From an optimization exercise on the open Yosys and OpenROAD flow, aimed at small area, a short achievable clock period and few clock cycles per item; shortcuts taken in it are not production practice. In this exercise RTL edits were held to simulation tests only and were not proved equivalent to the original. Power figures rest on the tool's default switching activity, not on a simulated workload.

[design/flow/design.v]
module sq_frame_codec (
    input  wire         clk,
    input  wire         rst,
    input  wire [31:0]  cfg_magic,
    input  wire [31:0]  cfg_threshold,
    input  wire         req_valid,
    output wire         req_ready,
    input  wire         req_op,
    input  wire         req_short,
    input  wire [575:0] req_frame,
    input  wire [15:0]  node_id,
    output reg          resp_valid,
    output reg          resp_op,
    output reg  [1:0]   resp_code,
    output reg  [575:0] resp_frame,
    input  wire         wdt_tick,
    output reg          arm_out,
    output reg          det_out
);
    localparam [1:0] RES_OK    = 2'd0;
    localparam [1:0] RES_SHORT = 2'd1;
    localparam [1:0] RES_CRC   = 2'd2;
    localparam [1:0] RES_MAGIC = 2'd3;
    localparam [1:0] S_IDLE = 2'd0;
    localparam [1:0] S_CRC  = 2'd1;
    localparam [1:0] S_DONE = 2'd2;
    function [15:0] crc_byte;
        input [15:0] c_in;
        input [7:0]  d;
        reg   [15:0] c;
        integer b;
        begin
            c = c_in ^ {8'h00, d};
            for (b = 0; b < 8; b = b + 1)
                c = c[0] ? ((c >> 1) ^ 16'h8408) : (c >> 1);
            crc_byte = c;
        end
    endfunction
    reg  [1:0]   state;
    reg  [575:0] buf_q;      
    reg          op_q;
    reg          short_q;
    reg  [15:0]  id_q;
    reg  [6:0]   idx;        
    reg  [15:0]  crc;
    wire [575:0] enc_frame = {req_frame[575:64], 8'h00, 7'd0, req_frame[48], cfg_magic, 16'h0000};
    wire [7:0]   cur_byte = (idx < 7'd2) ? 8'h00 : buf_q[8*idx +: 8];
    wire [15:0]  stored_crc = buf_q[15:0];
    wire [31:0]  magic      = buf_q[47:16];
    wire         f_armed    = (buf_q[55:48] != 8'h00);
    wire         id_ok      = (id_q[15:9] == 7'd0);
    wire         f_bit      = id_ok && buf_q[64 + id_q[8:0]];
    reg  [1:0]   result;
    always @* begin
        if (short_q)
            result = RES_SHORT;
        else if (crc != stored_crc)
            result = RES_CRC;
        else if (magic != cfg_magic)
            result = RES_MAGIC;
        else
            result = RES_OK;
    end
    assign req_ready = (state == S_IDLE);
    reg  [31:0]  silence;
    reg          frame_ok;
    reg          arm_n, det_n;
    reg  [31:0]  silence_n;
    reg  [31:0]  cnt_inc;
    always @* begin
        frame_ok  = (state == S_DONE) && !op_q && (result == RES_OK);
        arm_n     = arm_out;
        det_n     = det_out;
        silence_n = silence;
        if (frame_ok) begin
            arm_n     = f_armed;
            det_n     = f_armed && f_bit;
            silence_n = 32'd0;
        end
        if (wdt_tick) begin
            cnt_inc   = (silence_n == 32'hFFFF_FFFF) ? silence_n : silence_n + 32'd1;
            silence_n = cnt_inc;
            if (cnt_inc > cfg_threshold) begin
                arm_n = 1'b0;
                det_n = 1'b0;
            end
        end
    end
    always @(posedge clk) begin
        if (rst) begin
            state      <= S_IDLE;
            buf_q      <= 576'd0;
            op_q       <= 1'b0;
            short_q    <= 1'b0;
            id_q       <= 16'd0;
            idx        <= 7'd0;
            crc        <= 16'hFFFF;
            resp_valid <= 1'b0;
            resp_op    <= 1'b0;
            resp_code  <= 2'd0;
            resp_frame <= 576'd0;
            silence    <= 32'd0;
            arm_out    <= 1'b0;
            det_out    <= 1'b0;
        end else begin
            resp_valid <= 1'b0;
            silence    <= silence_n;
            arm_out    <= arm_n;
            det_out    <= det_n;
            case (state)
                S_IDLE: begin
                    if (req_valid) begin
                        buf_q   <= req_op ? enc_frame : req_frame;
                        op_q    <= req_op;
                        short_q <= !req_op && req_short;
                        id_q    <= node_id;
                        idx     <= 7'd0;
                        crc     <= 16'hFFFF;
                        state   <= S_CRC;
                    end
                end
                S_CRC: begin
                    crc <= crc_byte(crc, cur_byte);
                    idx <= idx + 7'd1;
                    if (idx == 7'd71)
                        state <= S_DONE;
                end
                default: begin
                    resp_valid <= 1'b1;
                    resp_op    <= op_q;
                    resp_code  <= result;
                    resp_frame <= {buf_q[575:16], crc};
                    state      <= S_IDLE;
                end
            endcase
        end
    end
endmodule
[design/flow/run.sh]
#!/bin/bash
# synth_recipe.tcl (not shown) runs the flow's synth.tcl, then flattens the netlist and writes it again
# the make line also repeats each setting of config.mk as NAME=value (left out here)
make -C /OpenROAD-flow-scripts/flow DESIGN_CONFIG=/design/flow/config.mk WORK_HOME=/design/flow/orfs CLKGATE_MAP_FILE= SYNTH_SCRIPT=/design/flow/synth_recipe.tcl finish
[design/flow/config.mk]
export PLATFORM = sky130hd
export DESIGN_NAME = sq_frame_codec
export DESIGN_NICKNAME = sq_frame_codec
export VERILOG_FILES = /design/flow/design.v
export SDC_FILE = /design/flow/constraint.sdc
export NUM_CORES = 4
export LEC_CHECK = 0
export CAP_MARGIN = 20
export CORE_MARGIN = 2
export CORE_UTILIZATION = 40
export SLEW_MARGIN = 20
[design/flow/constraint.sdc]
create_clock -name core_clock -period 7.0 [get_ports {clk}]
set_input_delay 1.4000 -clock core_clock [delete_from_list [all_inputs] [get_ports {clk}]]
set_output_delay 1.4000 -clock core_clock [all_outputs]
set_load 0.01 [all_outputs]
==> summary.txt <==
Run status
  – Status: finished clean

Route
  – Via count: 48700
  – Iter 0 DRT Violations: 4632
  – Antenna Nets Post-Route: 0
  – Detailed-route vias per instance: 5.62
  – Initial DRT Pass Iterations: 6
  – Final WL: 250 mm
  – # DRC: 0
  – DR WL/cell: 28.9 µm

CTS
  – Cts hold-fix bufs: 0
  – Setup bufs post-CTS: 0
  – CTS clk-pin slew, worst paths: 60 ps
  – Total CTS buffers: 139
  – Clk root buf: clkbuf_16
  – Post_cts resized: 0
  – Clock Latency Late Sink: 780 ps
  – CTS tree: yes
  – CTS sink count: 1233
  – CTS Buffer Depth: 3
  – H-tree depth: 4

Global routing
  – All-Layer GR Usage: 34.8%
  – Largest net degree at the start of global routing: 206
  – Global route overflow: 0
  – Initial antenna violation count: 57
  – First-pass GRT wire length: 351 mm
  – Vias in the first global route: 46100

Synthesis
  – Commonest cells in the netlist: 1233 x dfxtp_1, 1155 x nand2_1, 708 x nor2_1
  – Area share of the largest cell type after synthesis: 45.3%
  – Syn nets: 6432
  – Synth Area in Simple Gates: 15.7%
  – Top-count cell post-synth: dfxtp_1
  – Synth top area cells: dfxtp_1 45%, mux2i_1 12%, mux4_2 11%, nand2_1 8.0%, a21oi_1 5.6%
  – Synth area leader: dfxtp_1
  – Post-Synth XOR/XNOR Area: 2.15%
  – Synthesized area: 0.0545 mm²
  – Post-synthesis mux area share: 23.9%
  – Top FF cell, synth: dfxtp_1
  – Seq/Total Area, Yosys: 45.3%
  – Mapped Avg Cell Area: 9.50 µm²
  – Warnings, synthesis: 1
  – Cell variety after synth: 76
  – Cells after Synth: 5736
  – #FFs+latches synth: 1233
  – Main combinational cell family by area after synthesis: multiplexers
  – Synth Area in Compound Gates: 8.37%
  – EDFF count, synth: 0
  – Share of flip-flops with an asynchronous set or reset: 0%
  – Post-synthesis adder-cell area fraction: 0.781%

Setup path
  – Crit path top cell by count: buf_4
  – Data required, critical path: 7660 ps
  – Startpoint Class: input pin
  – CP arrival: 7210 ps
  – Crit path buf inv count: 7
  – Critical Path End Type: flip-flop
  – CP peak stage delay: 510 ps
  – Delay-heaviest family, CP: simple AND/OR/NAND/NOR gates
  – Setup CP Type: input pin to flip-flop
  – Crit-path max FO: 5
  – Max stage delay cell, worst path: clkdlybuf4s50_1

STA
  – Clock skew: 30.2 ps
  – Slew Limit Fails: 0
  – Worst-Margin Slew: 1220 ps
  – Fin. Hold Viols: 0
  – Max transition margin: 18.4%
  – Count of final setup violators: 0
  – Fmax: 0.153 GHz
  – RSZ-0062 raised after global routing: false
  – Fin crit share: 93.6%
  – Final Critical Period: 6550 ps

Finish
  – Share of layout cells above drive strength 1: 9.09%
  – Final nets: 7456
  – Fin util: 53.9%
  – Area Overhead vs Synth: 34.0%
  – Fin area: 0.0730 mm²

Die
  – Core region area: 0.135 mm²
  – Die area: 0.139 mm²
  – I/O Pins: 1245
  – Num rows: 135
  – Chip Width: 373 µm
  – Starting Density: 40.3%
  – Die H: 373 µm

Place
  – PortBufs: 1244
  – DP HPWL: 190 mm
  – Final GP Congestion: 0.937
  – Area after DPL: 0.0682 mm²

Pwr
  – Leakage: 25.2 nW
  – Peak VDD IR: 200 µV
  – Total power density per cell area: 233 mW/mm²

Worst hold path
  – Hold Crit Class: flip-flop to flip-flop

Run
  – Max Cap Violations: 0
-- routing by layer --
metal	routed length, µm	GRT usage (%)	up-vias	share of wire (%)
met2	116000	55.5	2121	46
met1	102000	44.1	24100	41
met4	12600	16.2	42	5.0
met5	270	0	-	0.11
li1	-	-	21900	-
met3	19200	8.56	468	7.7
-- state kept, by name (all words and copies together), names as in the netlist --
name	cells
state	2
resp_op	1
resp_valid	1
op_q	1
resp_code	2
crc	16
arm_out	1
resp_frame	576
buf_q	576
silence	32
id_q	16
idx	7
short_q	1
det_out	1
-- where the power goes --
part | switching (mW) | total [mW] | internal, mW
Clock | 3.11 | 7.66 | 4.55
Combinational | 0.895 | 1.74 | 0.846
Sequential | 0.364 | 7.60 | 7.24
-- path summary, 6_finish.rpt --
kind                            slack [ps]                    to                   start  cells past startpoint
worst max-delay path                   450    arm_out$_SDFF_PP0_            cfg_magic[1]                     29
worst min-delay path                   460  short_q$_SDFFE_PP0P_    short_q$_SDFFE_PP0P_                      2
worst max register to register        1210    arm_out$_SDFF_PP0_  buf_q[17]$_SDFFE_PP0P_                     28
worst min register to register         460  short_q$_SDFFE_PP0P_    short_q$_SDFFE_PP0P_                      2
-- worst min-delay path, stage by stage, from the launching register on --
cell	delay (ps)
dfxtp_1	310
nand2_1	50
a21oi_1	50
-- cell families (layout without fill, tap and decap cells) --
| group | Yosys count | in the layout |
|---|---|---|
| compound gates | 808 | 808 |
| xor+xnor | 117 | 117 |
| fa+ha+maj | 34 | 34 |
| buf+inv | 490 | 1618 |
| flops | 1233 | 1233 |
| mux | 950 | 950 |
| other cells | 0 | 26 |
| simple gates | 2104 | 2104 |
-- final cells by class --
cell class,instances,area [µm²]
fillers,12400,62300
multi-input cells,4013,27700
flip-flops and latches,1233,24700
repair buffers,1334,13400
clock buffers,192,4000
well taps,1781,2230
clock inverters,53,724
inverters,39,146
diodes,26,65.1
-- stage by stage --
stage	worst slack (ps)	hold slack, ps	power (mW)	TNS, ps	cells
floorplan	851	427	8.52	0	5736
global placement	-267	435	9.46	-446	8400
detailed placement	-326	450	9.47	-522	8400
CTS	484	458	17.1	0	8645
global route	49.4	480	17.5	0	8661
finish	450	458	17.0	0	8671
-- placed cells by master (no fill, tap or decap), drive strengths merged, types with 75 or more instances in the layout --
cell              n
mux2i           663
nor2            709
clkdlybuf4s50  1242
xor2             75
dfxtp          1233
clkbuf          192
mux4            275
a21oi           612
nand2          1155
buf              92
Testbench counts, summed over its fixed seeds: cycles 236,800, items 3,200.

[static timing again, ports no longer ideal]
No port has a modelled driver above. Below, the same layout with a new extraction and two added sets of constraints. Step 1, drivers: a clkbuf_16 drives clk and a buf_2 each remaining input, both assumed. Step 2 moves the port delays by t, midway between the first and last clock arrival at a register: inputs arrive t later, outputs are due t later. That takes back most of the time a late clock gives input paths. a / b / c = no drivers / after step 1 / after step 2; a / b = the first two.
shift t [ns]: 0.843
setup WS [ns]: 0.450 / 0.509 / -0.334
latest minus earliest clock arrival (ns): 0.031 / 0.032
With both steps, setup timing fails in this run, where it was met with ideal ports. For this run, drivers alone change the setup slack by +0.059 ns; drivers and shift together by -0.784 ns.
